Background: an optimization exercise with open tools, aiming at small area and few clock cycles. Do not read the settings as production practice. Function was checked by simulation only, so behaviour that the tests miss may differ from the original. In runs 2 to 6 the design's own scripts or RTL, not TritonCTS, make the clock network. The clock input has no modelled driver; a real chip could not lean on it and would need a root buffer or a full tree. Power and IR drop assume default switching activity.

## flow/flow/reabc.tcl

```tcl
# Re-map the combinational logic of the standard synthesis netlist for area.
# Flip-flops (and tie cells) are kept as they are, with their names.
yosys read_liberty -ignore_miss_func -overwrite $::env(LIB)
yosys read_verilog -overwrite $::env(NETLIST_IN)
yosys hierarchy -top $::env(TOP)
yosys setattr -mod -set keep_hierarchy 1 sky130_fd_sc_hd__*df* sky130_fd_sc_hd__*dl* sky130_fd_sc_hd__conb_1
yosys flatten
yosys opt_clean
yosys abc -script $::env(ABC_SCRIPT) -liberty $::env(LIB) {*}$::env(DONT_USE_ARGS) $::env(TOP)
yosys opt_clean -purge
yosys hilomap -singleton -hicell sky130_fd_sc_hd__conb_1 HI -locell sky130_fd_sc_hd__conb_1 LO
yosys splitnets
yosys opt_clean -purge
yosys insbuf -buf sky130_fd_sc_hd__buf_4 A X
yosys select $::env(TOP)
yosys stat -liberty $::env(LIB)
yosys write_verilog -noattr -noexpr -nohex -nodec -selected $::env(NETLIST_OUT)
```

## flow/flow/run.sh

```bash
#!/bin/bash
# Own layout flow: the standard synthesis, its combinational logic re-mapped
# for area (registers untouched), then the standard layout steps.
set -euo pipefail
HERE=$(pwd)
R=$HERE/orfs/results/$FLOW_PLATFORM/osc2midi_bridge/base
YOSYS=$FLOW_HOME/../tools/install/yosys/bin/yosys
[[ -x $YOSYS ]] || YOSYS=yosys

bash standard.sh synth > "$HERE/std_synth.log" 2>&1

LIB=$FLOW_HOME/platforms/$FLOW_PLATFORM/lib/sky130_fd_sc_hd__tt_025C_1v80.lib
DU=""
for c in $(sed -n '/^export DONT_USE_CELLS/,/^$/p' $FLOW_HOME/platforms/$FLOW_PLATFORM/config.mk | tr -d '\\' | sed 's/export DONT_USE_CELLS += //'); do
  DU="$DU -dont_use $c"
done
cp "$R/1_2_yosys.v" "$HERE/std_netlist.v"
# a few randomised deep-synthesis runs side by side; keep the smallest
for seed in 1 2 3 4; do
  sed "s/@SEED@/$seed/" flow/reabc.abc.in > "$HERE/reabc_$seed.abc"
  LIB=$LIB NETLIST_IN=$HERE/std_netlist.v NETLIST_OUT=$HERE/reabc_netlist_$seed.v TOP=$FLOW_TOP \
    ABC_SCRIPT=$HERE/reabc_$seed.abc DONT_USE_ARGS="$DU" \
    $YOSYS -c flow/reabc.tcl > "$HERE/reabc_$seed.log" 2>&1 &
done
wait
best=""; best_area=""
for seed in 1 2 3 4; do
  a=$(grep -m1 "Chip area for module" "$HERE/reabc_$seed.log" | awk '{print $NF}' || true)
  [[ -n "$a" && -s "$HERE/reabc_netlist_$seed.v" ]] || continue
  if [[ -z "$best" ]] || awk "BEGIN{exit !($a < $best_area)}"; then best=$seed; best_area=$a; fi
done
echo "reabc: seed $best area $best_area" > "$HERE/reabc_choice.log"
if [[ -n "$best" ]]; then cp "$HERE/reabc_netlist_$best.v" "$R/1_2_yosys.v"; fi
rm -f "$R/1_synth.odb" "$R/1_synth.sdc"

# port buffers: the smallest buffer; clock tree: few strong buffers, no dummy loads
export BUFFER_PORTS_ARGS="-buffer_cell sky130_fd_sc_hd__buf_1"
export CTS_ARGS="$(cat flow/cts_args.txt)"
bash standard.sh finish > "$HERE/std_finish.log" 2>&1
```

## flow/design.v

```verilog
module osc2midi_decoder (
    input  wire        clk,
    input  wire        rst,
    input  wire        strobe,      
    input  wire [7:0]  in_byte,
    output reg         emit,        
    output reg  [31:0] pkt
);
    reg [7:0] rs;                   
    reg [6:0] b1;                   
    reg [1:0] n;                    
    reg       sx;                   
    wire [7:0] b = in_byte;
    reg [1:0] exp_cnt;
    always @(*) begin
        case (rs[7:4])
            4'h8, 4'h9, 4'hA, 4'hB, 4'hE: exp_cnt = 2'd2;
            4'hC, 4'hD:                   exp_cnt = 2'd1;
            4'hF: begin
                case (rs[3:0])
                    4'h1, 4'h3: exp_cnt = 2'd1;
                    4'h2:       exp_cnt = 2'd2;
                    default:    exp_cnt = 2'd0;
                endcase
            end
            default: exp_cnt = 2'd0;
        endcase
    end
    wire [3:0] cin = (rs[7:4] != 4'hF) ? rs[7:4] : (rs[1:0] == 2'b10) ? 4'h3 : 4'h2;
    wire is_rt     = (b[7:3] == 5'b11111);
    wire is_f7     = (b == 8'hF7);
    wire is_f0     = (b == 8'hF0);
    wire is_status = b[7] && !is_rt;
    wire is_f46    = (b[7:2] == 6'b111101) && (b[1:0] != 2'b11);
    wire is_data   = !b[7];
    wire f7_1 = is_f7 && (n == 2'd1);
    wire f7_2 = is_f7 && (n == 2'd2);
    wire one  = !sx && (exp_cnt == 2'd1);       
    reg  [3:0] cin_f;
    reg  [7:0] p0, p1, p2;
    always @(*) begin
        if (b[7]) begin
            emit  = is_rt || is_f46 || (is_f7 && sx);
            cin_f = is_rt ? 4'hF : f7_2 ? 4'h7 : f7_1 ? 4'h6 : 4'h5;
            p0    = (f7_1 || f7_2) ? rs : b;
            p1    = f7_1 ? b : f7_2 ? {1'b0, b1} : 8'h00;
            p2    = f7_2 ? b : 8'h00;
        end else begin
            emit  = sx ? (n == 2'd2) : (one || (exp_cnt == 2'd2 && n == 2'd2));
            cin_f = sx ? 4'h4 : cin;
            p0    = rs;
            p1    = one ? b : {1'b0, b1};
            p2    = one ? 8'h00 : b;
        end
        pkt = {4'h0, cin_f, p0, p1, p2};
    end
    reg [1:0] n_d;
    always @(*) begin
        if (is_status)
            n_d = 2'd1;
        else if (is_rt)
            n_d = n;
        else if (sx)
            n_d = (n == 2'd2) ? 2'd0 : n + 2'd1;
        else
            n_d = (exp_cnt == 2'd2 && n == 2'd1) ? 2'd2 : 2'd1;
    end
    always @(posedge clk) begin
        if (rst) begin
            rs <= 8'h00;
            n  <= 2'd0;
            sx <= 1'b0;
        end else if (strobe) begin
            if (is_status || n == 2'd0)
                rs <= b;
            n <= n_d;
            if (is_status)
                sx <= is_f0;
        end
    end
    always @(posedge clk) begin
        if (strobe && n == 2'd1)
            b1 <= b[6:0];
    end
endmodule
module osc2midi_tx (
    input  wire       clk,
    input  wire       rst,
    input  wire       in_valid,
    output wire       in_ready,
    input  wire [7:0] in_byte,
    input  wire       in_bye,
    output wire       out_valid,
    input  wire       out_ready,
    output reg  [7:0] out_data,
    output wire       out_last
);
    reg        full;                
    reg        h_bye;               
    reg  [7:0] h_byte;              
    reg  [4:0] idx;                 
    wire        dec_emit;
    wire [31:0] dec_pkt;
    wire want = full && (h_bye || dec_emit);
    assign out_valid = (idx != 5'd0) || want;
    assign out_last  = (idx == 5'd30) || (idx == 5'd15 && h_bye);
    wire xfer = out_valid && out_ready;
    wire done = full && (h_bye    ? (idx == 5'd15 && out_ready) :
                         dec_emit ? (idx == 5'd27 && out_ready) : 1'b1);
    assign in_ready = !full || done;
    osc2midi_decoder u_dec (
        .clk     (clk),
        .rst     (rst),
        .strobe  (done && !h_bye),
        .in_byte (h_byte),
        .emit    (dec_emit),
        .pkt     (dec_pkt)
    );
    function [7:0] hex_char(input [3:0] v);
        begin
            case (v)
                4'h0: hex_char = 8'h30;
                4'h1: hex_char = 8'h31;
                4'h2: hex_char = 8'h32;
                4'h3: hex_char = 8'h33;
                4'h4: hex_char = 8'h34;
                4'h5: hex_char = 8'h35;
                4'h6: hex_char = 8'h36;
                4'h7: hex_char = 8'h37;
                4'h8: hex_char = 8'h38;
                4'h9: hex_char = 8'h39;
                4'hA: hex_char = 8'h61;
                4'hB: hex_char = 8'h62;
                4'hC: hex_char = 8'h63;
                4'hD: hex_char = 8'h64;
                4'hE: hex_char = 8'h65;
                default: hex_char = 8'h66;
            endcase
        end
    endfunction
    reg [7:0] pbyte;
    always @(*) begin
        case (idx[2:1])
            2'd2:    pbyte = dec_pkt[31:24];
            2'd3:    pbyte = dec_pkt[23:16];
            2'd0:    pbyte = dec_pkt[15:8];
            default: pbyte = dec_pkt[7:0];
        endcase
    end
    wire [3:0] nib = idx[0] ? pbyte[3:0] : pbyte[7:4];
    always @(*) begin
        case (idx)
            5'd0:  out_data = 8'h2F;    
            5'd1:  out_data = 8'h6F;    
            5'd2:  out_data = 8'h73;    
            5'd3:  out_data = 8'h63;    
            5'd4:  out_data = 8'h32;    
            5'd5:  out_data = 8'h6D;    
            5'd6:  out_data = 8'h69;    
            5'd7:  out_data = 8'h64;    
            5'd8:  out_data = 8'h69;    
            5'd9:  out_data = 8'h2F;    
            5'd10: out_data = h_bye ? 8'h62 : 8'h65;    
            5'd11: out_data = h_bye ? 8'h79 : 8'h76;    
            5'd12: out_data = 8'h65;    
            5'd13: out_data = h_bye ? 8'h00 : 8'h6E;    
            5'd14: out_data = h_bye ? 8'h00 : 8'h74;    
            5'd16: out_data = 8'h2C;    
            5'd17: out_data = 8'h73;    
            5'd20, 5'd21, 5'd22, 5'd23,
            5'd24, 5'd25, 5'd26, 5'd27: out_data = hex_char(nib);
            default: out_data = 8'h00;
        endcase
    end
    always @(posedge clk) begin
        if (rst)
            full <= 1'b0;
        else if (in_ready)
            full <= in_valid;
    end
    always @(posedge clk) begin
        if (in_ready && in_valid) begin
            h_bye  <= in_bye;
            h_byte <= in_byte;
        end
    end
    always @(posedge clk) begin
        if (rst)
            idx <= 5'd0;
        else if (xfer)
            idx <= out_last ? 5'd0 : idx + 5'd1;
    end
endmodule
module osc2midi_rx (
    input  wire       clk,
    input  wire       rst,
    input  wire       rx_valid,
    output wire       rx_ready,
    input  wire [7:0] rx_data,
    input  wire       rx_last,
    output wire       mo_valid,
    input  wire       mo_ready,
    output reg  [7:0] mo_data,
    output wire       mo_bye
);
    reg [4:0]  cnt;                 
    wire       alive = (cnt != 5'd31);    
    reg        kind;                
    reg [1:0]  len;                 
    reg [23:0] val;                 
    reg        o_bye;               
    reg [1:0]  o_rem;               
    wire       o_act = o_bye || (o_rem != 2'd0);    
    wire [1:0] o_idx = len - o_rem;                  
    assign rx_ready = !(o_act && alive && (cnt[4] || cnt[3:0] == 4'd15));
    wire accept = rx_valid && rx_ready;
    assign mo_valid = o_act;
    assign mo_bye   = o_bye;
    always @(*) begin
        case (o_idx)
            2'd0:    mo_data = val[23:16];
            2'd1:    mo_data = val[15:8];
            default: mo_data = val[7:0];
        endcase
    end
    reg [7:0] pfx;
    always @(*) begin
        case (cnt)
            5'd0:  pfx = 8'h2F;
            5'd1:  pfx = 8'h6F;
            5'd2:  pfx = 8'h73;
            5'd3:  pfx = 8'h63;
            5'd4:  pfx = 8'h32;
            5'd5:  pfx = 8'h6D;
            5'd6:  pfx = 8'h69;
            5'd7:  pfx = 8'h64;
            5'd8:  pfx = 8'h69;
            5'd9:  pfx = 8'h2F;
            5'd11: pfx = kind ? 8'h76 : 8'h79;
            5'd12: pfx = 8'h65;
            5'd13: pfx = kind ? 8'h6E : 8'h00;
            5'd14: pfx = kind ? 8'h74 : 8'h00;
            5'd16: pfx = 8'h2C;
            5'd17: pfx = 8'h73;
            default: pfx = 8'h00;
        endcase
    end
    wire       is_dig = (rx_data[7:4] == 4'h3) && (rx_data[3:0] <= 4'd9);
    wire       is_let = (rx_data[7:6] == 2'b01) && (rx_data[4:3] == 2'b00) &&
                        (rx_data[2:0] != 3'd0) && (rx_data[2:0] != 3'd7);
    wire       ch_ok  = is_dig || is_let;
    reg  [3:0] ch_val;
    always @(*) begin
        case ({rx_data[6], rx_data[2:0]})
            4'b1001: ch_val = 4'hA;
            4'b1010: ch_val = 4'hB;
            4'b1011: ch_val = 4'hC;
            4'b1100: ch_val = 4'hD;
            4'b1101: ch_val = 4'hE;
            4'b1110: ch_val = 4'hF;
            default: ch_val = rx_data[3:0];
        endcase
    end
    wire in_hex = cnt[4] && (cnt[3] || cnt[2]);         
    wire is_b10 = (rx_data == 8'h65) || (rx_data == 8'h62);
    wire match  = in_hex ? ch_ok : (cnt == 5'd10) ? is_b10 : (rx_data == pfx);
    reg [1:0] cin_len;
    always @(*) begin
        case (ch_val)
            4'h0, 4'h1:             cin_len = 2'd0;
            4'h2, 4'h6, 4'hC, 4'hD: cin_len = 2'd2;
            4'h5, 4'hF:             cin_len = 2'd1;
            default:                cin_len = 2'd3;
        endcase
    end
    wire ok      = alive && match;
    wire fin_bye = ok && !kind && (cnt == 5'd15);
    wire fin_ev  = ok && (cnt == 5'd27) && (len != 2'd0);
    always @(posedge clk) begin
        if (rst)
            cnt <= 5'd0;
        else if (accept) begin
            if (rx_last)
                cnt <= 5'd0;
            else if (!ok || cnt == 5'd27 || fin_bye)
                cnt <= 5'd31;
            else
                cnt <= cnt + 5'd1;
        end
    end
    always @(posedge clk) begin
        if (accept && cnt == 5'd10)
            kind <= rx_data[0];
        if (accept && alive && cnt == 5'd21)
            len <= cin_len;
        if (accept && alive && in_hex && (cnt[3] || cnt[1]))       
            val <= {val[19:0], ch_val};
    end
    always @(posedge clk) begin
        if (rst) begin
            o_bye <= 1'b0;
            o_rem <= 2'd0;
        end else if (accept && fin_bye) begin
            o_bye <= 1'b1;
        end else if (accept && fin_ev) begin
            o_rem <= len;
        end else if (mo_ready) begin
            o_bye <= 1'b0;
            if (o_rem != 2'd0)
                o_rem <= o_rem - 2'd1;
        end
    end
endmodule
module osc2midi_bridge (
    input  wire       clk,
    input  wire       rst,
    input  wire       in_valid,
    output wire       in_ready,
    input  wire [7:0] in_byte,
    input  wire       in_bye,
    output wire       out_valid,
    input  wire       out_ready,
    output wire [7:0] out_data,
    output wire       out_last,
    input  wire       rx_valid,
    output wire       rx_ready,
    input  wire [7:0] rx_data,
    input  wire       rx_last,
    output wire       mo_valid,
    input  wire       mo_ready,
    output wire [7:0] mo_data,
    output wire       mo_bye
);
    osc2midi_tx u_tx (
        .clk       (clk),
        .rst       (rst),
        .in_valid  (in_valid),
        .in_ready  (in_ready),
        .in_byte   (in_byte),
        .in_bye    (in_bye),
        .out_valid (out_valid),
        .out_ready (out_ready),
        .out_data  (out_data),
        .out_last  (out_last)
    );
    osc2midi_rx u_rx (
        .clk      (clk),
        .rst      (rst),
        .rx_valid (rx_valid),
        .rx_ready (rx_ready),
        .rx_data  (rx_data),
        .rx_last  (rx_last),
        .mo_valid (mo_valid),
        .mo_ready (mo_ready),
        .mo_data  (mo_data),
        .mo_bye   (mo_bye)
    );
endmodule
```

## flow/config.mk

```make
export PLATFORM = sky130hd
export DESIGN_NAME = osc2midi_bridge
export DESIGN_NICKNAME = osc2midi_bridge
export VERILOG_FILES = /design/flow/design.v
export SDC_FILE = /design/flow/constraint.sdc
export NUM_CORES = 4
export LEC_CHECK = 0
export ABC_AREA = 1
export CAP_MARGIN = 20
export CORE_MARGIN = 2
export CORE_UTILIZATION = 40
export SLEW_MARGIN = 20
```

## flow/flow/cts_args.txt

```
-sink_clustering_enable -repair_clock_nets -dont_use_dummy_load -buf_list sky130_fd_sc_hd__clkbuf_8
```

## flow/flow/reabc.abc.in

```
strash
dc2
&get -n
&deepsyn -T 120 -S @SEED@
&put
dch -f
amap
```

## flow/constraint.sdc

```tcl
create_clock -name core_clock -period 6.0 [get_ports {clk}]
set_input_delay 1.2000 -clock core_clock [delete_from_list [all_inputs] [get_ports {clk}]]
set_output_delay 1.2000 -clock core_clock [all_outputs]
set_load 0.01 [all_outputs]
```

## flow/standard.sh

```bash
#!/bin/bash
# synth_recipe.tcl (not shown) runs the flow's synth.tcl, then flattens the netlist and writes it again
# the make line also repeats each setting of config.mk as NAME=value (left out here)
make -C /OpenROAD-flow-scripts/flow DESIGN_CONFIG=/design/flow/config.mk WORK_HOME=/design/flow/orfs CLKGATE_MAP_FILE= SYNTH_SCRIPT=/design/flow/synth_recipe.tcl "${@:-finish}"
```

==> reports/qor.csv, run 1 <==
stage;metric;value;unit
clocking;clkLatencyLatePin;340;ps
timing;slew_violations;0;
timing;fmax;178;MHz
detailed_routing;num_vias;3444;
final_layout;regArea;1790;um^2
placed_design;placed_area;3930;um^2
critical_path;reg2reg_depth;19;
floorplan;die_w;99.1;um
timing;max_slew_margin;25.0;%
placed_design;pre_cts_ws;647;ps
synth;syn_area_per_cell;8.12;um^2
grt;grt_overflow_total;0;
clocking;path_clk_slew;80;ps
power;netSwitchingPower;0.000242;W
grt;first_global_vias;3194;
grt;grt_pass1_wl;15400;um
synth;ys_warn_count;3;
timing;skew;22.3;ps
critical_path;crit_path_end;out_data[1];
floorplan;start_util;41.3;%
detailed_routing;post_drt_wl_per_cell;15.3;um
timing;finalHoldViolCount;0;
critical_path;cp-startpoint;u_tx.h_byte[6];
power;p_comb_share;12.6;%
detailed_routing;drc;0;
final_layout;drive_gt1_share;2.40;%
grt;grt_max_degree;25;
placed_design;gp_congestion;1.03;
critical_path;reg2reg_from;u_rx.cnt[3];
placed_design;port_buffers;44;
placed_design;place_hpwl;7150;um
final_layout;syn_to_final_growth;12.0;%
timing;tightest_slew;1110;ps
clocking;cts_buffer_depth;2;
floorplan;die_area;9830;um^2
power;power.share.sequential;57.1;%
final_layout;stdcell_area;4060;um^2
grt;grtUsageTotal;19.6;%
critical_path;rrSetupSlack;2400;ps
clocking;ctsHoldBuffers;0;
detailed_routing;routed_wl;9310;um
power;pwr-share-clk;30.3;%
timing;layout_setup_ws;385;ps
power;max-vdd-ir-drop;0.105;mV
timing;fin_crit_sh;93.6;%
worst_hold_path;hold_path_class;flip-flop to flip-flop;
clocking;cts_setup_buffers;0;
power;p_int;0.000686;W
clocking;clock-root-buffer;clkbuf_8;
flow_run;max_cap_viol_count;0;
final_layout;fillers;886;
run_status;outcome;no timing/DRC/antenna violations;
critical_path;critical_path_required;4800;ps
timing;tns;0;ps
floorplan;rows;34;
critical_path;r2r_end;u_rx.cnt[2];
final_layout;final_util;46.3;%
synth;syn_area;3620;um^2
final_layout;multiInputGateArea;1570;um^2
detailed_routing;antenna_left;0;
timing;period_minus_slack;5610;ps
critical_path;cp_max_fo;5;
timing;setup_viol;0;
timing;rsz0062_at_grt;no;
grt;antenna_found_initial;0;
final_layout;insertedDiodeCount;0;
clocking;numCtsBuffers;9;
clocking;cts_tree;done;
clocking;clkSinkCount;68;
timing;fin_hold_ws;428;ps
critical_path;timing_worst_setup_path_type;flip-flop to primary output;
power;power_density;229;nW/um^2
power;switching_share;26.1;%
detailed_routing;dr.pass1.iters;5;
final_layout;num-nets-final;525;
floorplan;io_pins;46;
synth;syn_inst;446;
critical_path;cp.arrival;4410;ps
critical_path;worst_setup_path_end_kind;primary output;
floorplan;coreArea;8760;um^2
detailed_routing;drtIter0Drc;216;
detailed_routing;via_per_inst;5.67;
floorplan;dieHeight;99.1;um
power;leakage;1.30;nW
clocking;cts_max_level;3;
critical_path;critPathLaunchType;flip-flop;
clocking;postCtsResizedCells;0;
synth;synth_nets;470;
## layout make-up
cell class                      count  share of cell area [%]
Sequential cell                    68                    44.2
Multi-Input combinational cell    306                    38.6
Inverter                           71                    6.57
Timing Repair Buffer               45                    4.26
Tap cell                          108                    3.33
Clock buffer                        9                    3.05
## power by group through the flow
stage | registers, W | logic [W] | clock network [W]
after floorplan | 0.000535 | 0.0000805 | 0
after global placement | 0.000539 | 0.000115 | 0
after detailed placement | 0.000540 | 0.000115 | 0
after CTS | 0.000529 | 0.000116 | 0.000293
after global routing | 0.000532 | 0.000132 | 0.000315
final | 0.000530 | 0.000117 | 0.000281
## critical path: stages (launching register included)
cell	delay (ps)
edfxtp_1	370
nand3_1	160
or2_0	260
or4_1	520
nor3_1	230
nor3_1	150
a222oi_1	310
clkinv_1	160
o21ai_1	210
clkinv_1	160
a21oi_1	150
o21ai_0	140
o21ai_0	280
clkinv_1	140
nand3_1	150
nor2_1	80
a311o_1	300
a31o_1	200
buf_1	120
## sequential cells by signal (all words and copies together) (netlist names), 2 cells and up
name and count:
u_rx.val 24, u_tx.h_byte 8, u_tx.u_dec.rs 8, u_tx.u_dec.b1 7
u_rx.cnt 5, u_tx.idx 5, u_rx.len 2, u_rx.o_rem 2
u_tx.u_dec.n 2
## routing by layer
layer | vias to the layer above | wire length, um | track usage (%)
met3 | 23 | 713 | 3.65
met4 | 0 | 269 | 9.17
li1 | 1712 | - | -
met5 | - | 0 | 0
met1 | 1559 | 4410 | 28.8
met2 | 150 | 3920 | 27.9
## worst min-delay path by stage
stage / depth (start not counted) / slack [ps] / startpoint / to
after global placement: 0 / 430 / u_rx.val[5] / u_rx.val[9]
after floorplan: 0 / 430 / u_rx.val[7] / u_rx.val[11]
after detailed placement: 0 / 440 / u_rx.val[9] / u_rx.val[13]
after CTS: 0 / 430 / u_rx.val[3] / u_rx.val[7]
final: 0 / 430 / u_rx.val[3] / u_rx.val[7]
after global routing: 0 / 420 / u_rx.val[3] / u_rx.val[7]
## layout by cell type, fill, tap and decap left out, types with 2 or more instances in the layout
cell	instances
a2111oi_0	2
a211oi_1	5
a21oi_1	27
a221oi_1	2
a22oi_1	3
a31oi_1	13
a41oi_1	3
and3_1	2
buf_1	44
clkbuf_8	9
clkinv_1	71
dfxtp_1	25
edfxtp_1	43
nand2_1	30
nand3_1	6
nand4_1	2
nor2_1	101
nor2b_1	5
nor3_1	29
nor3_2	2
nor4_1	2
o211ai_1	2
o21ai_0	29
o221ai_1	6
o22ai_1	14
or2_0	2
or4_1	2
## per-stage QoR
stage / power, W / instances
after floorplan: 0.000615 / 446
after CTS: 0.000938 / 607
final: 0.000928 / 607
after detailed placement: 0.000654 / 598
after global placement: 0.000654 / 598
after global routing: 0.000979 / 607
Testbench counts, summed over its fixed seeds: cycles 103,846.
==> run 2, diff against run 1 <==
--- a/flow/flow/run.sh
+++ b/flow/flow/run.sh
@@ -33,7 +33,8 @@
 if [[ -n "$best" ]]; then cp "$HERE/reabc_netlist_$best.v" "$R/1_2_yosys.v"; fi
 rm -f "$R/1_synth.odb" "$R/1_synth.sdc"
 
-# port buffers: the smallest buffer; clock tree: few strong buffers, no dummy loads
+# port buffers: the smallest buffer; clock tree: built by flow/pre_cts.tcl
 export BUFFER_PORTS_ARGS="-buffer_cell sky130_fd_sc_hd__buf_1"
 export CTS_ARGS="$(cat flow/cts_args.txt)"
+export PRE_CTS_TCL="$HERE/flow/pre_cts.tcl"
 bash standard.sh finish > "$HERE/std_finish.log" 2>&1
==> flow/flow/pre_cts.tcl (new file) <==
# Clock tree for a small design: the flip-flops are split into four groups
# by location (median cuts in x, then in y); a leaf buffer at each group's
# centre drives its clock pins, and one root buffer, driven by the clock
# port, drives the four leaves. clock_tree_synthesis is then left with
# nothing to build.
set block [ord::get_db_block]
set db [ord::get_db]
set leaf_master [$db findMaster sky130_fd_sc_hd__clkbuf_8]
set root_master [$db findMaster sky130_fd_sc_hd__clkbuf_4]
set clknet [$block findNet clk]

set sinks {}
foreach it [$clknet getITerms] {
  set bb [[$it getInst] getBBox]
  lappend sinks [list $it [expr {([$bb xMin] + [$bb xMax]) / 2}] [expr {([$bb yMin] + [$bb yMax]) / 2}]]
}

proc split_half {items key} {
  set s [lsort -integer -index $key $items]
  set h [expr {[llength $s] / 2}]
  return [list [lrange $s 0 [expr {$h - 1}]] [lrange $s $h end]]
}

set groups {}
foreach half [split_half $sinks 1] {
  foreach q [split_half $half 2] {
    lappend groups $q
  }
}

set root [odb::dbInst_create $block $root_master clkbuf_root]
set rootnet [odb::dbNet_create $block clknet_root]
$rootnet setSigType CLOCK
[$root findITerm A] connect $clknet
[$root findITerm X] connect $rootnet

set k 0
set rx 0
set ry 0
foreach g $groups {
  set leaf [odb::dbInst_create $block $leaf_master clkbuf_leaf_$k]
  set net [odb::dbNet_create $block clknet_leaf_$k]
  $net setSigType CLOCK
  set sx 0
  set sy 0
  foreach s $g {
    set it [lindex $s 0]
    $it disconnect
    $it connect $net
    set sx [expr {$sx + [lindex $s 1]}]
    set sy [expr {$sy + [lindex $s 2]}]
  }
  set n [llength $g]
  [$leaf findITerm A] connect $rootnet
  [$leaf findITerm X] connect $net
  $leaf setLocation [expr {$sx / $n}] [expr {$sy / $n}]
  $leaf setPlacementStatus PLACED
  set rx [expr {$rx + $sx / $n}]
  set ry [expr {$ry + $sy / $n}]
  puts "clock leaf buffer $k drives $n sinks"
  incr k
}
$root setLocation [expr {$rx / $k}] [expr {$ry / $k}]
$root setPlacementStatus PLACED
global_connect

rename clock_tree_synthesis orig_clock_tree_synthesis
proc clock_tree_synthesis {args} {
  puts "clock_tree_synthesis skipped: clock buffers placed by pre_cts.tcl"
  set_propagated_clock [all_clocks]
}
==> reports/qor.csv, run 2 <==
stage;metric;value;unit
run_status;outcome;no timing/DRC/antenna violations;
grt;grt_overflow_total;0;
floorplan;dieHeight;99.1;um
power;leakage;1.27;nW
placed_design;port_buffers;44;
synth;syn_inst;446;
final_layout;largest_reg_flops;24;
critical_path;crit_path_max_incr_delay;530;ps
timing;tns;0;ps
critical_path;worst_setup_path_end_kind;primary output;
critical_path;critPathLaunchType;flip-flop;
placed_design;gp_congestion;1.03;
final_layout;top_regs;u_rx.val (24), u_tx.h_byte (8), u_tx.u_dec.rs (8);
final_layout;insertedDiodeCount;0;
flow_run;max_cap_viol_count;0;
critical_path;cp_max_fo;5;
clocking;clkLatencyLatePin;370;ps
timing;fmax;179;MHz
grt;antenna_found_initial;0;
final_layout;final_cell_mix;nor2_1 (101), clkinv_1 (71), buf_1 (44);
synth;synth_nets;470;
power;p_comb_share;13.8;%
critical_path;timing_worst_setup_path_type;flip-flop to primary output;
power;power_density;212;nW/um^2
placed_design;place_hpwl;7150;um
power;pwr-share-clk;23.8;%
critical_path;crit_slowest_cell;or4_1;
critical_path;cp.depth;18;
synth;ys_warn_count;3;
critical_path;cp.arrival;4380;ps
synth;syn_area;3620;um^2
final_layout;drive_gt1_share;1.62;%
final_layout;mostFrequentLayoutCell;nor2_1;
power;power.total;0.000848;W
floorplan;rows;34;
timing;slew_violations;0;
detailed_routing;dr.pass1.iters;6;
power;p_int;0.000620;W
final_layout;syn_to_final_growth;10.3;%
final_layout;multiInputGateArea;1570;um^2
power;netSwitchingPower;0.000228;W
worst_hold_path;min_path_cells;0;
detailed_routing;drtIter0Drc;197;
critical_path;cp_cell_sequence;nand3_1 -> or2_0 -> or4_1 -> nor3_1 -> nor3_1 -> a222oi_1 -> clkinv_1 -> o21ai_1 -> clkinv_1 -> a21oi_1 -> o21ai_0 -> o21ai_1 -> clkinv_1 -> nand3_1 -> nor2_1 -> a311o_1 -> a31o_1 -> buf_1;
timing;tightest_slew;1090;ps
final_layout;final_util;45.6;%
detailed_routing;antenna_left;0;
power;power.share.sequential;62.4;%
timing;rsz0062_at_grt;no;
critical_path;cp_common_cell;clkinv_1;
critical_path;path_buf_inv;4;
timing;fin_crit_sh;93.0;%
critical_path;reg2reg_depth;19;
grt;grtUsageTotal;18.4;%
final_layout;fillers;894;
power;max-vdd-ir-drop;0.0843;mV
detailed_routing;via_per_inst;5.67;
worst_hold_path;hold_path_class;flip-flop to flip-flop;
detailed_routing;routed_wl;9220;um
detailed_routing;post_drt_wl_per_cell;15.3;um
grt;first_global_vias;3181;
clocking;path_clk_slew;110;ps
synth;syn_area_per_cell;8.12;um^2
detailed_routing;drc;0;
timing;finalHoldViolCount;0;
final_layout;num-nets-final;521;
floorplan;die_area;9830;um^2
detailed_routing;num_vias;3422;
critical_path;cp_top_family;simple AND/OR/NAND/NOR gates;
critical_path;critical_path_required;4800;ps
timing;skew;8.88;ps
grt;grt_max_degree;25;
floorplan;start_util;41.3;%
timing;max_slew_margin;26.3;%
grt;grt_pass1_wl;15400;um
final_layout;largest_register;u_rx.val;
floorplan;coreArea;8760;um^2
floorplan;io_pins;46;
final_layout;regArea;1790;um^2
power;switching_share;26.9;%
floorplan;die_w;99.1;um
timing;period_minus_slack;5580;ps
timing;setup_viol;0;
## run 2: power groups by stage
stage	Clock (W)	Sequential (W)	Combinational (W)
after floorplan	0	0.000535	0.0000805
after global placement	0	0.000539	0.000115
after detailed placement	0	0.000540	0.000115
after CTS	0.000213	0.000529	0.000116
after global routing	0.000228	0.000532	0.000132
final	0.000202	0.000529	0.000117
## run 2: stage by stage
step	instance area (um^2)	setup WS [ps]	instances	hold WS [ps]
after floorplan	3620	1250	446	427
after global placement	3930	896	598	431
after detailed placement	3930	647	598	437
after CTS	3990	199	603	463
after global routing	3990	78.8	603	469
final	3990	422	603	459
## run 2: layer usage
layer | routed length (um) | track usage [%]
met1 | 4450 | 28.2
met2 | 3930 | 28.5
met3 | 640 | 1.90
met4 | 204 | 3.90
met5 | 0 | 0
## run 2: worst paths after layout
check,from,slack [ps],to
hold reg to reg,u_rx.val[9],460,u_rx.val[13]
setup reg to reg,u_rx.cnt[3],2400,u_rx.cnt[2]
setup / recovery,u_tx.h_byte[4],420,out_data[1]
hold / removal,u_rx.val[9],460,u_rx.val[13]
## run 2: final cells by class
cell class | count | area share, %
flip-flops and latches | 68 | 44.9
plain buffers | 5 | 1.57
repair buffers | 45 | 4.32
inverters | 71 | 6.67
multi-input cells | 306 | 39.2
well taps | 108 | 3.38
## run 2: what timing repair did
action                                  CTS  global route
endpoints found under the setup margin    0             1
gates resized for setup                   0             3
hold buffers                              0             0
setup buffers                             0             0
==> run 3, diff against run 2 <==
--- a/flow/design.v
+++ b/flow/design.v
@@ -206,20 +206,18 @@
     reg [4:0]  cnt;                 
     wire       alive = (cnt != 5'd31);    
     reg        kind;                
-    reg [1:0]  len;                 
     reg [23:0] val;                 
-    reg        o_bye;               
+    reg        o_act;               
     reg [1:0]  o_rem;               
-    wire       o_act = o_bye || (o_rem != 2'd0);    
-    wire [1:0] o_idx = len - o_rem;                  
+    wire       o_bye = o_act && (o_rem == 2'd0);
     assign rx_ready = !(o_act && alive && (cnt[4] || cnt[3:0] == 4'd15));
     wire accept = rx_valid && rx_ready;
     assign mo_valid = o_act;
     assign mo_bye   = o_bye;
     always @(*) begin
-        case (o_idx)
-            2'd0:    mo_data = val[23:16];
-            2'd1:    mo_data = val[15:8];
+        case (o_rem)
+            2'd3:    mo_data = val[23:16];
+            2'd2:    mo_data = val[15:8];
             default: mo_data = val[7:0];
         endcase
     end
@@ -275,7 +273,7 @@
     end
     wire ok      = alive && match;
     wire fin_bye = ok && !kind && (cnt == 5'd15);
-    wire fin_ev  = ok && (cnt == 5'd27) && (len != 2'd0);
+    wire fin_ev  = ok && (cnt == 5'd27) && (o_rem != 2'd0);
     always @(posedge clk) begin
         if (rst)
             cnt <= 5'd0;
@@ -291,24 +289,25 @@
     always @(posedge clk) begin
         if (accept && cnt == 5'd10)
             kind <= rx_data[0];
-        if (accept && alive && cnt == 5'd21)
-            len <= cin_len;
-        if (accept && alive && in_hex && (cnt[3] || cnt[1]))       
+        if (accept && alive && in_hex && (cnt[3] || cnt[1]) &&    
+            (cnt[3] ? (cnt[1] ? o_rem == 2'd3 : o_rem[1]) : o_rem != 2'd0))
             val <= {val[19:0], ch_val};
     end
     always @(posedge clk) begin
-        if (rst) begin
-            o_bye <= 1'b0;
+        if (rst)
+            o_act <= 1'b0;
+        else if (accept && (fin_bye || fin_ev))
+            o_act <= 1'b1;
+        else if (mo_ready && o_rem[1] == 1'b0)
+            o_act <= 1'b0;
+    end
+    always @(posedge clk) begin
+        if (accept && fin_bye)
             o_rem <= 2'd0;
-        end else if (accept && fin_bye) begin
-            o_bye <= 1'b1;
-        end else if (accept && fin_ev) begin
-            o_rem <= len;
-        end else if (mo_ready) begin
-            o_bye <= 1'b0;
-            if (o_rem != 2'd0)
-                o_rem <= o_rem - 2'd1;
-        end
+        else if (accept && alive && cnt == 5'd21)
+            o_rem <= cin_len;
+        else if (o_act && mo_ready)
+            o_rem <= o_rem - 2'd1;
     end
 endmodule
 module osc2midi_bridge (
==> flow/flow/reabc.abc.in (replaced) <==
strash
dc2
&get -n
&deepsyn -T 120 -S @SEED@
&put
strash
&get -n
&dch -f
&nf -R 1000
&put
mfs3 -a
==> reports/qor.csv, run 3 <==
stage;metric;value;unit
grt;grt_pass1_wl;14600;um
flow_run;max_cap_viol_count;0;
grt;first_global_vias;2984;
critical_path;critPathLaunchType;flip-flop;
grt;grt_overflow_total;0;
synth;ys_warn_count;3;
detailed_routing;routed_wl;8760;um
critical_path;cp.arrival;4150;ps
timing;max_slew_margin;52.7;%
floorplan;start_util;40.7;%
detailed_routing;antenna_left;0;
timing;fin_crit_sh;89.1;%
final_layout;largest_register;u_rx.val;
timing;setup_viol;0;
grt;grt_max_degree;25;
placed_design;gp_congestion;0.940;
final_layout;syn_to_final_growth;10.6;%
run_status;outcome;no timing/DRC/antenna violations;
grt;antenna_found_initial;1;
timing;slew_violations;0;
timing;period_minus_slack;5350;ps
detailed_routing;drc;0;
timing;tightest_slew;709;ps
power;switching_share;28.9;%
power;p_comb_share;15.7;%
final_layout;top_regs;u_rx.val (24), u_tx.h_byte (8), u_tx.u_dec.rs (8);
critical_path;cp_max_fo;9;
synth;synth_nets;417;
floorplan;rows;34;
final_layout;num-nets-final;468;
clocking;postCtsResizedCells;0;
final_layout;final_cell_mix;nand2_1 (54), nor2_1 (54), buf_1 (44);
detailed_routing;dr.pass1.iters;5;
synth;syn_area;3510;um^2
detailed_routing;via_per_inst;5.95;
critical_path;critical_path_required;4800;ps
synth;syn_inst;393;
placed_design;port_buffers;44;
timing;finalHoldViolCount;0;
clocking;cts_setup_buffers;0;
power;max-vdd-ir-drop;0.0941;mV
final_layout;fillers;885;
power;leakage;1.18;nW
placed_design;pre_cts_ws;1190;ps
power;pwr-share-clk;23.5;%
power;power.share.sequential;60.8;%
detailed_routing;post_drt_wl_per_cell;15.9;um
critical_path;worst_setup_path_end_kind;primary output;
floorplan;coreArea;8640;um^2
floorplan;die_area;9540;um^2
detailed_routing;drtIter0Drc;243;
floorplan;dieHeight;97.7;um
final_layout;largest_reg_flops;24;
detailed_routing;num_vias;3276;
power;netSwitchingPower;0.000250;W
floorplan;io_pins;46;
timing;layout_setup_ws;652;ps
placed_design;place_hpwl;6260;um
clocking;clkLatencyLatePin;390;ps
timing;rsz0062_at_grt;no;
clocking;ctsHoldBuffers;0;
final_layout;final_cells;551;
power;power_density;223;nW/um^2
clocking;path_clk_slew;110;ps
grt;grtUsageTotal;17.7;%
timing;skew;17.5;ps
power;p_int;0.000615;W
floorplan;die_w;97.7;um
synth;syn_area_per_cell;8.93;um^2
final_layout;drive_gt1_share;1.58;%
power;power.total;0.000866;W
timing;tns;0;ps
critical_path;timing_worst_setup_path_type;flip-flop to primary output;
worst_hold_path;hold_path_class;flip-flop to flip-flop;
placed_design;dp.cells;545;
timing;fmax;187;MHz
## run 3: per-layer routing
metal  routed length, um  track usage [%]
met3                 588             1.37
met2                4120             29.7
met4                 195             3.53
met1                3850             25.3
met5                   0                0
## run 3: worst max-delay path, stage by stage (launching register included)
cell	delay (ps)
edfxtp_1	440
and3_1	260
nand2_1	100
nand2_1	120
or3_1	440
o21ai_0	320
nor2_1	110
nor2_1	450
o22ai_1	330
a221oi_1	320
a21oi_1	100
nor2_1	160
nor2_1	110
nand2_1	130
o2111ai_1	110
o211ai_1	110
buf_1	180
## run 3: cell type report
cell class	count	area (um^2)	share of cell area, %
multi-input cells	311	1720	44.3
flip-flops and latches	66	1730	44.6
well taps	108	135	3.48
diodes	1	2.50	0.0645
plain buffers	5	62.6	1.61
repair buffers	45	173	4.45
inverters	15	56.3	1.45
## run 3: metrics by stage
stage          hold slack [ps]  utilization, %  instance area, um^2
4_1_cts                    451            44.9                 3880
5_1_grt                    472            45.0                 3880
6_report                   449            45.0                 3880
3_3_place_gp               429            44.2                 3820
3_5_place_dp               437            44.2                 3820
2_1_floorplan              427               -                 3510
## run 3: path summary, 6_finish.rpt
check                 end           start  depth (start not counted)  slack (ps)
max           out_data[2]  u_tx.h_byte[6]                         16         650
min          u_rx.val[17]    u_rx.val[13]                          0         450
max reg2reg   u_rx.cnt[4]     u_rx.cnt[3]                         13        2680
min reg2reg  u_rx.val[17]    u_rx.val[13]                          0         450
## run 3: power by group through the flow
stage	registers (W)	logic, W	clock network, W
floorplan	0.000526	0.0000941	0
global placement	0.000536	0.000133	0
detailed placement	0.000536	0.000134	0
CTS	0.000525	0.000135	0.000212
global route	0.000530	0.000154	0.000229
finish	0.000526	0.000136	0.000204
Testbench counts of run 3, summed over its fixed seeds: cycles 103,846.
==> run 4, diff against run 3 <==
--- a/flow/design.v
+++ b/flow/design.v
@@ -33,9 +33,9 @@
     wire is_status = b[7] && !is_rt;
     wire is_f46    = (b[7:2] == 6'b111101) && (b[1:0] != 2'b11);
     wire is_data   = !b[7];
-    wire f7_1 = is_f7 && (n == 2'd1);
-    wire f7_2 = is_f7 && (n == 2'd2);
-    wire one  = !sx && (exp_cnt == 2'd1);       
+    wire f7_1 = is_f7 && n[0];
+    wire f7_2 = is_f7 && n[1];
+    wire one  = !sx && exp_cnt[0];       
     reg  [3:0] cin_f;
     reg  [7:0] p0, p1, p2;
     always @(*) begin
@@ -46,7 +46,7 @@
             p1    = f7_1 ? b : f7_2 ? {1'b0, b1} : 8'h00;
             p2    = f7_2 ? b : 8'h00;
         end else begin
-            emit  = sx ? (n == 2'd2) : (one || (exp_cnt == 2'd2 && n == 2'd2));
+            emit  = sx ? n[1] : (one || (exp_cnt[1] && n[1]));
             cin_f = sx ? 4'h4 : cin;
             p0    = rs;
             p1    = one ? b : {1'b0, b1};
@@ -61,9 +61,9 @@
         else if (is_rt)
             n_d = n;
         else if (sx)
-            n_d = (n == 2'd2) ? 2'd0 : n + 2'd1;
+            n_d = n[1] ? 2'd0 : {n[0], !n[0]};
         else
-            n_d = (exp_cnt == 2'd2 && n == 2'd1) ? 2'd2 : 2'd1;
+            n_d = (exp_cnt[1] && n[0]) ? 2'd2 : 2'd1;
     end
     always @(posedge clk) begin
         if (rst) begin
@@ -79,7 +79,7 @@
         end
     end
     always @(posedge clk) begin
-        if (strobe && n == 2'd1)
+        if (strobe && n[0])
             b1 <= b[6:0];
     end
 endmodule
@@ -103,10 +103,10 @@
     wire [31:0] dec_pkt;
     wire want = full && (h_bye || dec_emit);
     assign out_valid = (idx != 5'd0) || want;
-    assign out_last  = (idx == 5'd30) || (idx == 5'd15 && h_bye);
+    assign out_last  = (&idx[4:1]) || (&idx[3:0] && h_bye);
     wire xfer = out_valid && out_ready;
-    wire done = full && (h_bye    ? (idx == 5'd15 && out_ready) :
-                         dec_emit ? (idx == 5'd27 && out_ready) : 1'b1);
+    wire done = full && (h_bye    ? (&idx[3:0] && out_ready) :                      
+                         dec_emit ? (&{idx[4:3], idx[1:0]} && out_ready) : 1'b1);   
     assign in_ready = !full || done;
     osc2midi_decoder u_dec (
         .clk     (clk),
@@ -273,14 +273,15 @@
     end
     wire ok      = alive && match;
     wire fin_bye = ok && !kind && (cnt == 5'd15);
-    wire fin_ev  = ok && (cnt == 5'd27) && (o_rem != 2'd0);
+    wire at27    = &{cnt[4:3], cnt[1:0]};
+    wire fin_ev  = ok && at27 && (o_rem != 2'd0);
     always @(posedge clk) begin
         if (rst)
             cnt <= 5'd0;
         else if (accept) begin
             if (rx_last)
                 cnt <= 5'd0;
-            else if (!ok || cnt == 5'd27 || fin_bye)
+            else if (!ok || at27 || fin_bye)
                 cnt <= 5'd31;
             else
                 cnt <= cnt + 5'd1;
==> reports/qor.csv, run 4 <==
stage;metric;value;unit
final_layout;multiInputGateArea;1740;um^2
placed_design;place_hpwl;6140;um
run_status;outcome;no timing/DRC/antenna violations;
detailed_routing;antenna_left;0;
critical_path;reg2reg_depth;11;
final_layout;fillers;885;
final_layout;largest_reg_flops;24;
floorplan;start_util;40.8;%
flow_run;max_cap_viol_count;0;
synth;syn_area_per_cell;9.00;um^2
grt;grt_use_met1;26.4;%
final_layout;final_cell_mix;nor2_1 (57), nand2_1 (47), buf_1 (44);
floorplan;die_area;9570;um^2
critical_path;cp_cell_sequence;and4_1 -> nand2_1 -> nor3_1 -> o21ai_0 -> nand2_1 -> o21ai_0 -> a221o_1 -> o211ai_1 -> nand4_1 -> o21ai_0 -> nand3_1 -> o221ai_1 -> buf_1;
final_layout;regArea;1730;um^2
clocking;cts_setup_buffers;0;
final_layout;largest_register;u_rx.val;
clocking;clkLatencyLatePin;370;ps
timing;slew_violations;0;
grt;grt-busiest-layer;met2;
critical_path;timing_worst_setup_path_type;flip-flop to primary output;
timing;fin_crit_sh;82.4;%
critical_path;cp_max_fo;10;
grt;grtUsageMet2;27.7;%
clocking;postCtsResizedCells;0;
detailed_routing;dr.pass1.iters;5;
timing;tns;0;ps
synth;syn_area;3520;um^2
detailed_routing;via_per_inst;5.77;
detailed_routing;num_vias;3158;
detailed_routing;routed_wl;8510;um
final_layout;insertedDiodeCount;0;
floorplan;io_pins;46;
timing;skew;8.40;ps
placed_design;dp.cells;542;
final_layout;syn_to_final_growth;10.1;%
critical_path;cp_common_cell;o21ai_0;
grt;first_global_vias;2950;
clocking;ctsHoldBuffers;0;
grt;antenna_found_initial;0;
critical_path;cp.arrival;3740;ps
timing;tightest_slew;823;ps
timing;finalHoldViolCount;0;
timing;fmax;202;MHz
floorplan;coreArea;8640;um^2
worst_hold_path;holdPathEnd;u_rx.val[8];
synth;syn_inst;391;
floorplan;die_w;97.8;um
detailed_routing;post_drt_wl_per_cell;15.6;um
grt;grtUsageTotal;17.3;%
clocking;path_clk_slew;100;ps
critical_path;reg2reg_from;u_tx.h_byte[7];
detailed_routing;drc;0;
final_layout;num-nets-final;465;
critical_path;critPathLaunchType;flip-flop;
floorplan;rows;34;
critical_path;critical_path_required;4800;ps
power;power.total;0.000839;W
grt;grt_pass1_wl;14400;um
placed_design;gp_congestion;0.889;
placed_design;port_buffers;44;
timing;period_minus_slack;4940;ps
final_layout;top_regs;u_rx.val (24), u_tx.h_byte (8), u_tx.u_dec.rs (8);
worst_hold_path;hold_path_class;flip-flop to flip-flop;
power;leakage;1.23;nW
final_layout;final_cells;547;
synth;ys_warn_count;3;
timing;setup_viol;0;
final_layout;mostFrequentLayoutCell;nor2_1;
timing;max_slew_margin;45.1;%
synth;synth_nets;415;
floorplan;dieHeight;97.8;um
critical_path;worst_setup_path_end_kind;primary output;
power;max-vdd-ir-drop;0.0871;mV
critical_path;crit_slowest_cell;edfxtp_1;
power;power_density;216;nW/um^2
grt;grt_overflow_total;0;
critical_path;crit_path_max_incr_delay;530;ps
detailed_routing;drtIter0Drc;198;
critical_path;r2r_end;u_tx.u_dec.rs[0];
worst_hold_path;min_path_cells;0;
final_layout;drive_gt1_share;1.37;%
grt;grt_max_degree;27;
timing;rsz0062_at_grt;no;
worst_hold_path;hp-start;u_rx.val[4];
grt;grtUsageMet3;1.00;%
critical_path;rrSetupSlack;2540;ps
-- run 4: worst max-delay path, delay by kind of cell, from the launching register on --
kind,cells,cell delay (ps)
AOI/OAI and AO/OA,6,1440
buffers and inverters,1,170
DFF,1,530
and+or+nand+nor,6,1220
-- run 4: worst max path at each step --
stage	startpoint	endpoint	slack [ps]	cells after the start
detailed placement	u_tx.h_byte[7]	out_data[3]	1590	13
global route	u_tx.h_byte[7]	out_data[1]	740	13
global placement	u_tx.h_byte[7]	out_data[3]	1720	13
floorplan	u_tx.h_byte[7]	out_data[0]	2110	12
CTS	u_tx.h_byte[7]	out_data[3]	1140	13
finish	u_tx.h_byte[7]	out_data[3]	1060	13
-- run 4: report_power, final --
part / leakage, nW / switching, W / total (W) / internal (W)
sequential: 0.579 / 0.0000293 / 0.000523 / 0.000494
combinational: 0.619 / 0.0000723 / 0.000120 / 0.0000478
clock: 0.0334 / 0.000127 / 0.000195 / 0.0000684
total: 1.23 / 0.000228 / 0.000839 / 0.000610
-- run 4: per-stage QoR --
stage	hold slack (ps)	util [%]	worst slack [ps]	cell area [um^2]
floorplan	427	-	2110	3520
global placement	430	44.1	1720	3810
detailed placement	436	44.1	1590	3810
CTS	461	44.9	1140	3870
global route	481	44.9	735	3880
finish	459	44.9	1060	3880
-- run 4: layout make-up --
type,count,area share (%)
Sequential cell,66,44.7
Tap cell,108,3.49
Timing Repair Buffer,44,4.26
Buffer,5,1.61
Multi-Input combinational cell,314,45.0
Inverter,10,0.968
-- run 4: per-layer routing --
| layer | vias to the layer above | wire length, um |
|---|---|---|
| met5 | - | 0 |
| met4 | 0 | 136 |
| met3 | 14 | 444 |
| met2 | 105 | 3840 |
| met1 | 1480 | 4090 |
| li1 | 1559 | - |
Testbench counts of run 4, summed over its fixed seeds: cycles 103,846.
==> run 5, diff against run 4 <==
==> flow/flow/reabc.abc.in (replaced) <==
strash
dc2
&get -n
&deepsyn -T 120 -S @SEED@
&put
strash
&get -n
&dch -f
&nf -R 1000
&put
mfs3 -ae -R 4 -H 5
mfs3 -aer -R 4 -H 5
==> reports/qor.csv, run 5 <==
stage;metric;value;unit
timing;finalHoldViolCount;0;
clocking;ctsHoldBuffers;0;
synth;syn_inst;391;
final_layout;largest_register;u_rx.val;
worst_hold_path;hp-start;u_rx.val[6];
timing;skew;10.6;ps
grt;grtUsageTotal;17.7;%
power;leakage;1.24;nW
grt;first_global_vias;2895;
final_layout;stdcell_area;3860;um^2
detailed_routing;num_vias;3159;
final_layout;drive_gt1_share;1.59;%
placed_design;placed_area;3790;um^2
final_layout;insertedDiodeCount;0;
detailed_routing;via_per_inst;5.75;
final_layout;num-nets-final;467;
timing;tightest_slew;1050;ps
placed_design;place_hpwl;6270;um
placed_design;port_buffers;44;
critical_path;reg2reg_from;u_tx.h_byte[7];
detailed_routing;drc;0;
synth;ys_warn_count;3;
placed_design;dp.cells;544;
detailed_routing;antenna_left;0;
detailed_routing;highest_layer;met4;
synth;synth_nets;415;
critical_path;cp-startpoint;u_tx.h_byte[7];
clocking;cts_setup_buffers;0;
timing;fin_crit_sh;81.2;%
detailed_routing;post_drt_wl_per_cell;15.6;um
timing;max_slew_margin;29.8;%
clocking;postCtsResizedCells;0;
floorplan;coreArea;8590;um^2
synth;syn_area_per_cell;8.92;um^2
final_layout;final_cells;549;
grt;grt_max_degree;26;
final_layout;fillers;880;
power;power_density;234;nW/um^2
critical_path;timing_worst_setup_path_type;flip-flop to primary output;
placed_design;gp_congestion;0.897;
floorplan;die_area;9480;um^2
critical_path;critical_path_required;4800;ps
floorplan;die_w;97.4;um
final_layout;final_cell_mix;nor2_1 (62), nand2_1 (49), buf_1 (44);
final_layout;top_regs;u_rx.val (24), u_tx.h_byte (8), u_tx.u_dec.rs (8);
grt;grt_pass1_wl;14400;um
timing;rsz0062_at_grt;no;
grt;grt_overflow_total;0;
detailed_routing;drtIter0Drc;249;
floorplan;start_util;40.6;%
flow_run;max_cap_viol_count;0;
critical_path;rrSetupSlack;2480;ps
detailed_routing;routed_wl;8580;um
grt;antenna_found_initial;0;
clocking;path_clk_slew;100;ps
final_layout;multiInputGateArea;1710;um^2
critical_path;cp_max_fo;9;
final_layout;largest_reg_flops;24;
synth;syn_area;3490;um^2
detailed_routing;wl_met1;4140;um
detailed_routing;wl_met3;407;um
floorplan;dieHeight;97.4;um
timing;slew_violations;0;
floorplan;rows;34;
detailed_routing;wl_met2;3860;um
critical_path;cp.arrival;3670;ps
run_status;outcome;no timing/DRC/antenna violations;
timing;setup_viol;0;
power;max-vdd-ir-drop;0.107;mV
final_layout;regArea;1730;um^2
detailed_routing;dr.pass1.iters;5;
critical_path;worst_setup_path_end_kind;primary output;
timing;period_minus_slack;4870;ps
timing;tns;0;ps
timing;fmax;205;MHz
final_layout;mostFrequentLayoutCell;nor2_1;
worst_hold_path;hold_path_class;flip-flop to flip-flop;
critical_path;critPathLaunchType;flip-flop;
floorplan;io_pins;46;
clocking;clkLatencyLatePin;370;ps
final_layout;syn_to_final_growth;10.6;%
==> run 5: power breakdown <==
part / switching, W / internal (W) / leakage [nW]
clock: 0.000126 / 0.0000683 / 0.0334
combinational: 0.000103 / 0.0000650 / 0.623
sequential: 0.0000384 / 0.000500 / 0.581
==> run 5: path summary, 6_finish.rpt <==
path,cells after the start,endpoint
setup / recovery,16,out_data[3]
hold / removal,0,u_rx.val[10]
setup reg to reg,12,u_tx.u_dec.rs[0]
hold reg to reg,0,u_rx.val[10]
==> run 5: area by class of cell <==
| class | count | area share [%] |
|---|---|---|
| sequential | 66 | 44.9 |
| tap | 108 | 3.50 |
| multi-input combinational | 314 | 44.3 |
| buffer | 5 | 1.62 |
| inverter | 10 | 0.973 |
| timing repair buffer | 46 | 4.67 |
==> run 5: through the flow <==
stage	setup slack [ps]	total power (W)	utilization [%]	hold slack, ps
after floorplan	1760	0.000654	-	427
after global placement	1690	0.000716	44.1	430
after detailed placement	1620	0.000716	44.1	435
after CTS	1180	0.000909	44.9	458
after global routing	613	0.000953	44.9	478
final	1130	0.000901	44.9	459
==> run 5: routing by layer <==
metal	vias up	track usage [%]
met5	-	0
met4	0	3.21
met3	18	1.51
met2	103	27.5
met1	1481	27.3
li1	1557	-
==> run 5: critical path, stage by stage (launching register included) <==
cell	delay [ps]
edfxtp_1	520
and4_1	290
nand2_1	80
nor3_1	290
o21ai_0	190
nand2_1	120
o21ai_0	160
nor2_1	400
o211ai_1	160
a21oi_1	140
o21ai_0	100
nand2_1	110
nor2_1	50
o21ai_0	120
nand3_1	170
o221ai_1	230
buf_1	180
==> run 6, diff against run 5 <==
--- a/flow/flow/run.sh
+++ b/flow/flow/run.sh
@@ -15,21 +15,38 @@
   DU="$DU -dont_use $c"
 done
 cp "$R/1_2_yosys.v" "$HERE/std_netlist.v"
-# a few randomised deep-synthesis runs side by side; keep the smallest
+# A few randomised deep-synthesis runs side by side, each re-mapping the RX
+# and TX logic separately; then the best RX mapping is put together with the
+# best TX mapping, and the smallest netlist is kept.
+area_of() { grep -m1 "Chip area for module" "$1" 2>/dev/null | awk '{print $NF}'; }
+remap() {  # remap NAME RXSEED TXSEED
+  sed "s/@SEED@/$2/" flow/reabc.abc.in > "$HERE/reabc_$1_rx.abc"
+  sed "s/@SEED@/$3/" flow/reabc.abc.in > "$HERE/reabc_$1_tx.abc"
+  LIB=$LIB NETLIST_IN=$HERE/std_netlist.v NETLIST_OUT=$HERE/reabc_netlist_$1.v TOP=$FLOW_TOP \
+    ABC_RX=$HERE/reabc_$1_rx.abc ABC_TX=$HERE/reabc_$1_tx.abc DONT_USE_ARGS="$DU" \
+    $YOSYS -c flow/reabc2.tcl > "$HERE/reabc_$1.log" 2>&1 || rm -f "$HERE/reabc_netlist_$1.v"
+}
+for seed in 1 2 3 4; do remap s$seed $seed $seed & done
+wait
+best=""; best_area=""; rx_best=""; rx_area=""; tx_best=""; tx_area=""
+less() { awk "BEGIN{exit !($1 < $2)}"; }
 for seed in 1 2 3 4; do
-  sed "s/@SEED@/$seed/" flow/reabc.abc.in > "$HERE/reabc_$seed.abc"
-  LIB=$LIB NETLIST_IN=$HERE/std_netlist.v NETLIST_OUT=$HERE/reabc_netlist_$seed.v TOP=$FLOW_TOP \
-    ABC_SCRIPT=$HERE/reabc_$seed.abc DONT_USE_ARGS="$DU" \
-    $YOSYS -c flow/reabc.tcl > "$HERE/reabc_$seed.log" 2>&1 &
+  n=$HERE/reabc_netlist_s$seed.v
+  [[ -s "$n" ]] || continue
+  a=$(area_of "$HERE/reabc_s$seed.log"); ra=$(area_of "$n.rx_stat"); ta=$(area_of "$n.tx_stat")
+  if [[ -z "$best" ]] || less "$a" "$best_area"; then best=s$seed; best_area=$a; fi
+  if [[ -z "$rx_best" ]] || less "$ra" "$rx_area"; then rx_best=$seed; rx_area=$ra; fi
+  if [[ -z "$tx_best" ]] || less "$ta" "$tx_area"; then tx_best=$seed; tx_area=$ta; fi
 done
-wait
-best=""; best_area=""
-for seed in 1 2 3 4; do
-  a=$(grep -m1 "Chip area for module" "$HERE/reabc_$seed.log" | awk '{print $NF}' || true)
-  [[ -n "$a" && -s "$HERE/reabc_netlist_$seed.v" ]] || continue
-  if [[ -z "$best" ]] || awk "BEGIN{exit !($a < $best_area)}"; then best=$seed; best_area=$a; fi
-done
-echo "reabc: seed $best area $best_area" > "$HERE/reabc_choice.log"
+if [[ -n "$best" && "$rx_best" != "$tx_best" ]]; then
+  remap mix "$rx_best" "$tx_best"
+  n=$HERE/reabc_netlist_mix.v
+  if [[ -s "$n" ]]; then
+    a=$(area_of "$HERE/reabc_mix.log")
+    if [[ -n "$a" ]] && less "$a" "$best_area"; then best=mix; best_area=$a; fi
+  fi
+fi
+echo "reabc: $best area $best_area (rx seed $rx_best, tx seed $tx_best)" > "$HERE/reabc_choice.log"
 if [[ -n "$best" ]]; then cp "$HERE/reabc_netlist_$best.v" "$R/1_2_yosys.v"; fi
 rm -f "$R/1_synth.odb" "$R/1_synth.sdc"
 
==> flow/flow/reabc2.tcl (new file) <==
# Re-map the combinational logic of the standard synthesis netlist for area,
# the network-to-local (RX) and local-to-network (TX) paths separately (they
# share no logic). Flip-flops (and tie cells) are kept as they are, with
# their names.
yosys read_liberty -ignore_miss_func -overwrite $::env(LIB)
yosys read_verilog -overwrite $::env(NETLIST_IN)
yosys hierarchy -top $::env(TOP)
yosys setattr -mod -set keep_hierarchy 1 sky130_fd_sc_hd__*df* sky130_fd_sc_hd__*dl* sky130_fd_sc_hd__conb_1
yosys flatten
yosys opt_clean
set T $::env(TOP)
set rx_roots "$T/o:rx_ready $T/o:mo_valid %u $T/o:mo_data %u $T/o:mo_bye %u $T/c:*u_rx.* %u"
set tx_roots "$T/o:in_ready $T/o:out_valid %u $T/o:out_data %u $T/o:out_last %u $T/c:*u_tx.* %u"
yosys select -set rx {*}$rx_roots %ci*
yosys abc -script $::env(ABC_RX) -liberty $::env(LIB) {*}$::env(DONT_USE_ARGS) @rx
yosys select -set tx {*}$tx_roots %ci*
yosys abc -script $::env(ABC_TX) -liberty $::env(LIB) {*}$::env(DONT_USE_ARGS) @tx
yosys select -clear
yosys opt_clean -purge
# every gate must have been mapped to a library cell
yosys select -assert-none $T/t:\$_*
yosys select -set rx {*}$rx_roots %ci*
yosys tee -o $::env(NETLIST_OUT).rx_stat stat -liberty $::env(LIB) @rx
yosys select -set tx {*}$tx_roots %ci*
yosys tee -o $::env(NETLIST_OUT).tx_stat stat -liberty $::env(LIB) @tx
yosys select -clear
yosys hilomap -singleton -hicell sky130_fd_sc_hd__conb_1 HI -locell sky130_fd_sc_hd__conb_1 LO
yosys splitnets
yosys opt_clean -purge
yosys insbuf -buf sky130_fd_sc_hd__buf_4 A X
yosys select $::env(TOP)
yosys stat -liberty $::env(LIB)
yosys write_verilog -noattr -noexpr -nohex -nodec -selected $::env(NETLIST_OUT)
removed: flow/flow/reabc.tcl
==> reports/qor.csv, run 6 <==
stage;metric;value;unit
run_status;outcome;no timing/DRC/antenna violations;
final_layout;largest_register;u_rx.val;
timing;period_minus_slack;5270;ps
detailed_routing;dr.pass1.iters;5;
placed_design;port_buffers;44;
detailed_routing;routed_wl;8500;um
power;leakage;1.20;nW
synth;synth_nets;413;
floorplan;die_w;97.4;um
critical_path;cp_cell_sequence;and4_1 -> nand2_1 -> nor3_1 -> nand2_1 -> a31oi_1 -> a21oi_1 -> a221o_1 -> a22oi_1 -> o21ai_0 -> and2_0 -> a21oi_1 -> or2_0 -> and2_0 -> clkinv_1 -> o221ai_1 -> buf_1;
critical_path;cp_max_fo;11;
timing;finalHoldViolCount;0;
floorplan;io_pins;46;
final_layout;top_regs;u_rx.val (24), u_tx.h_byte (8), u_tx.u_dec.rs (8);
clocking;postCtsResizedCells;0;
critical_path;timing_worst_setup_path_type;flip-flop to primary output;
grt;antenna_found_initial;0;
floorplan;die_area;9480;um^2
power;power.total;0.000856;W
power;power_density;222;nW/um^2
power;p_int;0.000617;W
grt;grtUsageMet3;1.29;%
critical_path;cp-startpoint;u_tx.h_byte[7];
critical_path;crit_slowest_cell;edfxtp_1;
power;max-vdd-ir-drop;0.0986;mV
timing;fin_crit_sh;87.9;%
synth;ys_warn_count;3;
critical_path;reg2reg_from;u_rx.cnt[1];
power;switching_share;27.9;%
timing;setup_viol;0;
floorplan;rows;34;
worst_hold_path;hold_path_class;flip-flop to flip-flop;
timing;skew;16.0;ps
critical_path;critical_path_required;4800;ps
power;p_comb_share;15.1;%
detailed_routing;post_drt_wl_per_cell;15.6;um
final_layout;mostFrequentLayoutCell;nor2_1;
clocking;clkLatencyLatePin;380;ps
power;power.share.sequential;62.0;%
grt;grt_pass1_wl;14100;um
grt;grt-busiest-layer;met2;
worst_hold_path;hp-start;u_rx.val[4];
final_layout;insertedDiodeCount;0;
clocking;path_clk_slew;110;ps
grt;first_global_vias;2914;
timing;tns;0;ps
synth;syn_area_per_cell;8.96;um^2
synth;syn_area;3490;um^2
floorplan;dieHeight;97.4;um
detailed_routing;antenna_left;0;
final_layout;syn_to_final_growth;10.5;%
detailed_routing;drc;0;
flow_run;max_cap_viol_count;0;
final_layout;num-nets-final;464;
timing;slew_violations;0;
final_layout;drive_gt1_share;1.60;%
clocking;cts_setup_buffers;0;
critical_path;worst_setup_path_end_kind;primary output;
floorplan;coreArea;8590;um^2
grt;grt_overflow_total;0;
critical_path;critPathLaunchType;flip-flop;
critical_path;crit_path_max_incr_delay;560;ps
placed_design;gp_congestion;0.910;
timing;max_slew_margin;39.7;%
synth;syn_inst;389;
final_layout;final_cell_mix;nor2_1 (52), nand2_1 (49), buf_1 (44);
critical_path;cp.arrival;4070;ps
clocking;ctsHoldBuffers;0;
grt;grtUsageTotal;17.2;%
detailed_routing;num_vias;3223;
grt;grt_max_degree;26;
final_layout;largest_reg_flops;24;
timing;fmax;190;MHz
detailed_routing;via_per_inst;5.90;
power;netSwitchingPower;0.000239;W
placed_design;place_hpwl;6240;um
floorplan;start_util;40.6;%
timing;tightest_slew;905;ps
timing;rsz0062_at_grt;no;
power;pwr-share-clk;22.9;%
grt;grtUsageMet2;28.8;%
grt;grt_use_met1;24.9;%
detailed_routing;drtIter0Drc;273;
run 6: cell count changes in the layout (fill, tap and decap cells not counted), moves of 4 or more:
cell and change:
a21oi_1 +8, clkinv_1 +6, nor2_1 -10, nand3_1 -9
xor2_1 -6, nand2b_1 -6, o211ai_1 -4, xnor2_1 +5
nor3_1 +6, o221ai_1 +4, a22oi_1 +4
run 6: through the flow:
step           std cells  setup slack (ps)  hold slack, ps  area (um^2)  util (%)
6_report             546               729             454         3850      44.8
5_1_grt              546               286             475         3850      44.8
4_1_cts              546               761             457         3850      44.8
3_5_place_dp         541              1210             436         3790      44.1
3_3_place_gp         541              1360             434         3790      44.1
2_1_floorplan        389              1720             427         3490         -
run 6: power by group through the flow:
stage | sequential, W | combinational (W) | clock [W]
floorplan | 0.000529 | 0.0000925 | 0
global placement | 0.000541 | 0.000126 | 0
detailed placement | 0.000540 | 0.000128 | 0
CTS | 0.000530 | 0.000129 | 0.000205
global route | 0.000534 | 0.000144 | 0.000217
finish | 0.000531 | 0.000129 | 0.000196
run 6: worst paths after layout:
check                              endpoint  slack, ps  depth (start not counted)
worst max-delay path            out_data[3]        730                         16
worst min register to register  u_rx.val[8]        450                          0
worst min-delay path            u_rx.val[8]        450                          0
worst max register to register  u_rx.cnt[3]       2330                         17
run 6: worst max-delay path, delay by kind of cell (launching register included):
| kind | cells | cell delay (ps) |
|---|---|---|
| simple gates | 7 | 1550 |
| compound gates | 7 | 1300 |
| flops | 1 | 560 |
| buf+inv | 2 | 270 |
run 6: layer usage:
layer	up-vias	part of all wire, %	routed length, um
met5	-	0	0
met4	0	1.9	162
met3	17	5.3	453
met2	120	47	3970
met1	1524	46	3920
li1	1562	-	-
run 6: cell type report:
class	instances	area [um^2]
multi-input combinational	306	1690
inverter	16	60.1
sequential	66	1730
buffer	5	62.6
timing repair buffer	45	173
fill	881	4740
tap	108	135

-- afterwards: timing with drivers on the ports --
No port has a modelled driver above. Below, the same layouts with a new extraction and two added sets of constraints. Step 1 (the two cells are an assumption about what drives the block):
set clk [get_ports {clk}]
set_driving_cell -lib_cell sky130_fd_sc_hd__clkbuf_16 $clk
set_driving_cell -lib_cell sky130_fd_sc_hd__buf_2 [delete_from_list [all_inputs] $clk]
Step 2 adds t to the input delays and takes it off the output delays; t is the mean of the earliest and latest rising clock arrival at the registers after step 1. Input paths then give back, and output paths get back, about the clock's delay inside the block. Slacks: ideal / step 1 / step 2; pairs: ideal / step 1.
| run | t, ns | setup WS [ns] | worst setup path at the end |
|---|---|---|---|
| run 1 | 0.363 | 0.385 / 0.350 / 0.714 | register to output |
| run 2 | 0.398 | 0.422 / 0.394 / 0.791 | register to output |
| run 3 | 0.413 | 0.652 / 0.621 / 1.034 | register to output |
| run 4 | 0.392 | 1.056 / 1.029 / 1.421 | register to output |
| run 5 | 0.395 | 1.126 / 1.099 / 1.494 | register to output |
| run 6 | 0.398 | 0.729 / 0.703 / 1.101 | register to output |
After both steps every run listed still meets setup and hold.
